From an optimization exercise on the open Yosys and OpenROAD flow, aimed at small area; shortcuts taken in it are not production practice.
In this exercise RTL edits were held to simulation tests only and were not proved equivalent to the original.
Power and IR drop assume default switching activity.

// k1fcb
module k1fcb (
    input  wire        clk,
    input  wire        rst,
    input  wire        in_valid,
    input  wire [7:0]  in_byte,
    output wire        in_ready,
    output wire        ob_valid,
    output wire [7:0]  ob_byte,
    output wire        rsp_valid,
    output wire [7:0]  rsp_op,
    output wire [7:0]  rsp_status,
    output wire [15:0] rsp_acc,
    output wire [7:0]  rsp_out,
    output wire [3:0]  rsp_xpos,
    output wire [1:0]  rsp_sflags,
    output wire [6:0]  rsp_rxn,
    output wire [6:0]  rsp_consumed,
    output wire        rsp_has_start,
    output wire [6:0]  rsp_start,
    output wire        rsp_ovf,
    output wire [15:0] rsp_len,
    output wire [15:0] rsp_type,
    output wire [15:0] rsp_dlen,
    output wire [15:0] rsp_crc_rx,
    output wire [15:0] rsp_crc_calc,
    output wire        rsp_crc_ok,
    output wire        rsp_dlen_ok,
    output wire        rsp_runt,
    output wire [6:0]  rsp_passes
);
clock: 11.0 ns
lec_check: 0
cap_margin: 20
core_margin: 2
core_utilization: 40
cts_cluster_diameter: 150
cts_cluster_size: 25
place_density: 0.6
slew_margin: 20
standard.sh (not shown) runs the stock make flow with config.mk's settings and CLKGATE_MAP_FILE= SYNTH_SCRIPT=/design/flow/synth_recipe.tcl, a recipe that flattens the netlist after the stock synthesis.
==> flow/flow/run.sh <==
#!/bin/bash
# Standard ORFS layout, except that the technology mapping in synthesis uses an
# area-oriented ABC script (flow/abc_map.script) in place of ORFS's abc_speed.script.
# Everything else (the synthesis passes before and after ABC, flop mapping, floorplan,
# power grid, placement, CTS, routing) is ORFS's own, run through the standard.sh.
set -euo pipefail
here=$(pwd)
rm -rf "$here/scripts"
cp -r "$FLOW_HOME/scripts" "$here/scripts"
cp "$here/flow/abc_map.script" "$here/scripts/abc_speed.script"
export SCRIPTS_DIR="$here/scripts"
bash "$here/standard.sh" > "$here/orfs_make.log" 2>&1
==> flow/flow/abc_map.script <==
&get -n
&st
&dch -f
&nf -R 1000 -p
&st
&if -g -K 6
&synch2
&nf -R 1000 -p
&st
&dc2
&dch -f
&nf -R 1000 -p
&st
&syn2
&dch -f
&nf -R 1000 -p
&put
The baseline completed without violations.
Next try:
--- a/flow/config.mk
+++ b/flow/config.mk
@@ -9,6 +9,6 @@
 export CORE_MARGIN = 2
 export CORE_UTILIZATION = 40
-export CTS_CLUSTER_DIAMETER = 150
-export CTS_CLUSTER_SIZE = 25
+export CTS_CLUSTER_DIAMETER = 80
+export CTS_CLUSTER_SIZE = 30
 export PLACE_DENSITY = 0.6
 export SLEW_MARGIN = 20
The new run completed without violations. Flip-flop and latch count stays the same. Synthesized area does not change. Critical path depth is unchanged. Worst setup slack gets worse by 0.030 ns. Cell area climbs by 1.1%. Die area is unchanged. Hold slack gets better by 0.011 ns.
Next try:
==> flow/run.sh (new file) <==
#!/bin/bash
# synth_recipe.tcl (not shown) runs the flow's synth.tcl, then flattens the netlist and writes it again
# the make line also repeats each setting of config.mk as NAME=value (left out here)
make -C /OpenROAD-flow-scripts/flow DESIGN_CONFIG=/design/flow/config.mk WORK_HOME=/design/flow/orfs CLKGATE_MAP_FILE= SYNTH_SCRIPT=/design/flow/synth_recipe.tcl finish
--- a/flow/config.mk
+++ b/flow/config.mk
@@ -9,6 +9,6 @@
 export CORE_MARGIN = 2
 export CORE_UTILIZATION = 40
-export CTS_CLUSTER_DIAMETER = 80
-export CTS_CLUSTER_SIZE = 30
+export CTS_CLUSTER_DIAMETER = 150
+export CTS_CLUSTER_SIZE = 25
 export PLACE_DENSITY = 0.6
 export SLEW_MARGIN = 20
removed: flow/flow/run.sh
removed: flow/flow/abc_map.script
removed: flow/standard.sh
Outcome: The new run completed with no timing, DRC or antenna violations. Global-route usage falls by 0.82 points. Cell count rises by 5.2%. Clock power falls by about 10%. Utilization falls by 1.8 points. Design area rises by 3.3%. Sequential share of layout area falls by 1.9 points. Die area rises by 6.5%. Power falls by 5.3%. Via count rises by 4.2%. Worst hold slack loses 0.013 ns.
Next try:
--- a/flow/config.mk
+++ b/flow/config.mk
@@ -9,6 +9,4 @@
 export CORE_MARGIN = 2
 export CORE_UTILIZATION = 40
-export CTS_CLUSTER_DIAMETER = 150
-export CTS_CLUSTER_SIZE = 25
 export PLACE_DENSITY = 0.6
 export SLEW_MARGIN = 20
Result: Worst setup slack degrades by 0.0085 ns. Design area went up by a few percent. Flip-flop and latch count is unchanged. Fmax hardly moves. Via count rose slightly. Critical path depth does not change. Non-clock buffer count is unchanged. Sequential share of layout area came out lower by 3.1 points. Register-to-register slack loses 0.08 ns. Power climbs by about a fifth.

==> afterwards: timing with drivers on the ports <==
How much do the figures lean on ideal ports? The routed layouts below were timed once more, with nothing changed but the port constraints.
Step 1 sets driving cells, clkbuf_16 on the clock port and buf_2 on the other inputs (assumed; they add their load-dependent delay and slew).
Step 2 adds t to the input delays and takes it off the output delays; t is the mean of the earliest and latest rising clock arrival at the registers after step 1. Input paths then give back, and output paths get back, about the clock's delay inside the block.
a / b / c = no drivers / after step 1 / after step 2; a / b = the first two.
run | shift t [ns] | slack for setup (ns) | cell pins on the clock port's net
the first run | 0.650 | 3.509 / 3.478 / 3.478 | 1
the second run | 0.665 | 3.479 / 3.448 / 3.448 | 1
the third run | 0.666 | 3.686 / 3.660 / 3.660 | 1
the fourth run | 0.673 | 3.677 / 3.653 / 3.653 | 1
After both steps every run listed still meets setup and hold.
